What follows belongs to an exercise in optimizing a design on an open flow for small area, a short achievable clock period and few clock cycles; a production flow would make more cautious choices.
Function was checked by simulation only, so behaviour that the tests miss may differ from the original.
Power is estimated from default activity; no workload was simulated.

Design ook_rx, start of the top module:
module ook_rx (
    input  wire          clk,
    input  wire          rst,
    input  wire          c_valid,
    output wire          c_ready,
    input  wire [17:0]   c_word,
    input  wire          f_pop,
    output wire          f_avail,
    output wire [6:0]    f_len,
    output wire [47:0]   f_payload,
    input  wire [2:0]    r_num,
    output reg  [31:0]   r_data
);
export LEC_CHECK = 0
export ABC_AREA = 1
export CAP_MARGIN = 20
export CORE_MARGIN = 2
export CORE_UTILIZATION = 40
export CTS_BUF_LIST = sky130_fd_sc_hd__clkbuf_16
export CTS_CLUSTER_DIAMETER = 80
export CTS_CLUSTER_SIZE = 30
export PLACE_DENSITY = 0.6
export SLEW_MARGIN = 20
create_clock -name core_clock -period 15.0 [get_ports {clk}]
standard.sh (not shown) runs the stock make flow with config.mk's settings and CLKGATE_MAP_FILE= SYNTH_SCRIPT=/design/flow/synth_recipe.tcl, a recipe that flattens the netlist after the stock synthesis.
==> flow/flow/run.sh <==
#!/bin/bash
# Standard layout, with timing repair aimed below the clock period: repair
# works until every path has SETUP_SLACK_MARGIN of slack, and ports get
# ordinary buffers instead of the delay cells buffer_ports picks by default.
set -euo pipefail
bash standard.sh \
  SETUP_SLACK_MARGIN=8.5 \
  "BUFFER_PORTS_ARGS=-buffer_cell sky130_fd_sc_hd__buf_4" \
  finish > standard.log 2>&1
The baseline finished with timing, DRC and antenna clean.
Testbench counts at the start, summed over its fixed seeds: cycles 7,239.
Next try:
--- a/flow/flow/run.sh
+++ b/flow/flow/run.sh
@@ -6,3 +6,3 @@
 bash standard.sh \
-  SETUP_SLACK_MARGIN=8.5 \
+  SETUP_SLACK_MARGIN=8.2 \
   "BUFFER_PORTS_ARGS=-buffer_cell sky130_fd_sc_hd__buf_4" \
ABC_AREA = unset   (was 1)
Effect: The changed run finished clean; first-iteration DRC count is higher by 1.9%; cell area is lower by about 0.9%; sequential cell count stays the same; total power is lower by about 6.5%; setup slack improved by 64 ps; final cell count is lower by 9.8%; hold slack improved by 9.3 ps; global-route usage is higher by 0.15 points.
Next try:
--- a/flow/flow/run.sh
+++ b/flow/flow/run.sh
@@ -6,3 +6,3 @@
 bash standard.sh \
-  SETUP_SLACK_MARGIN=8.2 \
+  SETUP_SLACK_MARGIN=8.5 \
   "BUFFER_PORTS_ARGS=-buffer_cell sky130_fd_sc_hd__buf_4" \
Routed wire length climbs slightly.
Worst hold slack gets worse by 15 ps.
Count of clock-buffer cells in the layout came out higher by 1.
Die area is unchanged.
Clock skew climbs by 4.3 ps.
Non-clock buffer count came out higher by 23.
Core utilization rose by 0.40 points.
Via count went up slightly.
Worst setup slack improves by 18 ps.
Next try:
--- a/flow/flow/run.sh
+++ b/flow/flow/run.sh
@@ -6,3 +6,3 @@
 bash standard.sh \
-  SETUP_SLACK_MARGIN=8.5 \
+  SETUP_SLACK_MARGIN=8.8 \
   "BUFFER_PORTS_ARGS=-buffer_cell sky130_fd_sc_hd__buf_4" \
The new run ran to the end with no violations. Final cell count stays flat. Core utilization is higher by 0.20 points. Final area is higher by 0.45%. Sequential power hardly moves. Worst hold slack gets better by 13 ps. Total power is lower by 0.77%. Synthesized cell count stays the same. Wire length is lower by 1.2%. Synthesized area stays the same. Flip-flop and latch count stays the same. Clock-buffer cell count is lower by 2.

---

ook_rx again, from the RTL that the note above started with.
// ook_rx
module ook_rx (
    input  wire          clk,
    input  wire          rst,
    input  wire          c_valid,
    output wire          c_ready,
    input  wire [17:0]   c_word,
    input  wire          f_pop,
    output wire          f_avail,
    output wire [6:0]    f_len,
    output wire [47:0]   f_payload,
    input  wire [2:0]    r_num,
    output reg  [31:0]   r_data
);
==> flow/config.mk <==
export PLATFORM = sky130hd
export DESIGN_NAME = ook_rx
export DESIGN_NICKNAME = ook_rx
export VERILOG_FILES = /design/flow/design.v
export SDC_FILE = /design/flow/constraint.sdc
export NUM_CORES = 4
export LEC_CHECK = 0
export CAP_MARGIN = 20
export CORE_MARGIN = 2
export CORE_UTILIZATION = 50
export CTS_BUF_LIST = sky130_fd_sc_hd__clkbuf_16
export CTS_CLUSTER_DIAMETER = 80
export CTS_CLUSTER_SIZE = 30
export PLACE_DENSITY = 0.75
export SLEW_MARGIN = 20
==> flow/constraint.sdc <==
create_clock -name core_clock -period 15.0 [get_ports {clk}]
set_input_delay 3.0000 -clock core_clock [delete_from_list [all_inputs] [get_ports {clk}]]
set_output_delay 3.0000 -clock core_clock [all_outputs]
set_load 0.01 [all_outputs]
==> flow/flow/run.sh <==
#!/bin/bash
# Standard layout, with timing repair aimed below the clock period: repair
# works until every path has SETUP_SLACK_MARGIN of slack, and ports get
# ordinary buffers instead of the delay cells buffer_ports picks by default.
set -euo pipefail
bash standard.sh \
  SETUP_SLACK_MARGIN=8.5 \
  "BUFFER_PORTS_ARGS=-buffer_cell sky130_fd_sc_hd__buf_4" \
  finish > standard.log 2>&1
The first run finished with timing, DRC and antenna clean.
Testbench counts at the start, summed over its fixed seeds: cycles 7,239.
Change:
==> flow/run.sh (new file) <==
#!/bin/bash
# synth_recipe.tcl (not shown) runs the flow's synth.tcl, then flattens the netlist and writes it again
# the make line also repeats each setting of config.mk as NAME=value (left out here)
make -C /OpenROAD-flow-scripts/flow DESIGN_CONFIG=/design/flow/config.mk WORK_HOME=/design/flow/orfs CLKGATE_MAP_FILE= SYNTH_SCRIPT=/design/flow/synth_recipe.tcl finish
Settings changed: CORE_UTILIZATION 50 to 40, PLACE_DENSITY 0.75 to 0.6, SETUP_SLACK_MARGIN set to 5.
removed: flow/flow/run.sh
removed: flow/standard.sh
=> Cell area fell by 0.97%. Clock power rose by about 2%. Die area rose by about 25%. Flip-flop and latch count stays the same. Cell count rose by about 6.5%. Worst setup slack degrades by 2400 ps. Power stays flat.

port drivers added, routing unchanged:
The results above use ideal ports. As a check the final layouts listed here were re-extracted and re-timed, cells and wires unchanged.
Step 1 (the two cells are an assumption about what drives the block):
set clk [get_ports {clk}]
set_driving_cell -lib_cell sky130_fd_sc_hd__clkbuf_16 $clk
set_driving_cell -lib_cell sky130_fd_sc_hd__buf_2 [delete_from_list [all_inputs] $clk]
Step 2, shift: input delay + t, output delay - t, t = (earliest + latest rising clock arrival at the registers) / 2. This alone moves slack from input paths to output paths.
a / b / c = ideal / step 1 / step 2; a / b = the first two.
run | t (ns) | setup slack, ns | cell pins on the clock port's net
the first run of note 1 | 0.776 | 8.195 / 8.149 / 7.888 | 1
the second run of note 1 | 0.776 | 8.260 / 8.227 / 7.561 | 1
the third run of note 1 | 0.770 | 8.277 / 8.225 / 7.729 | 1
the fourth run of note 1 | 0.770 | 8.271 / 8.220 / 7.668 | 1
the first run of note 2 | 0.734 | 8.281 / 8.187 / 7.724 | 1
the second run of note 2 | 0.768 | 5.845 / 5.890 / 5.121 | 1
After both steps setup and hold are still met in every run listed. For the second run of note 2, which loses most, drivers alone change the setup slack by +0.045 ns; drivers and shift together by -0.724 ns.
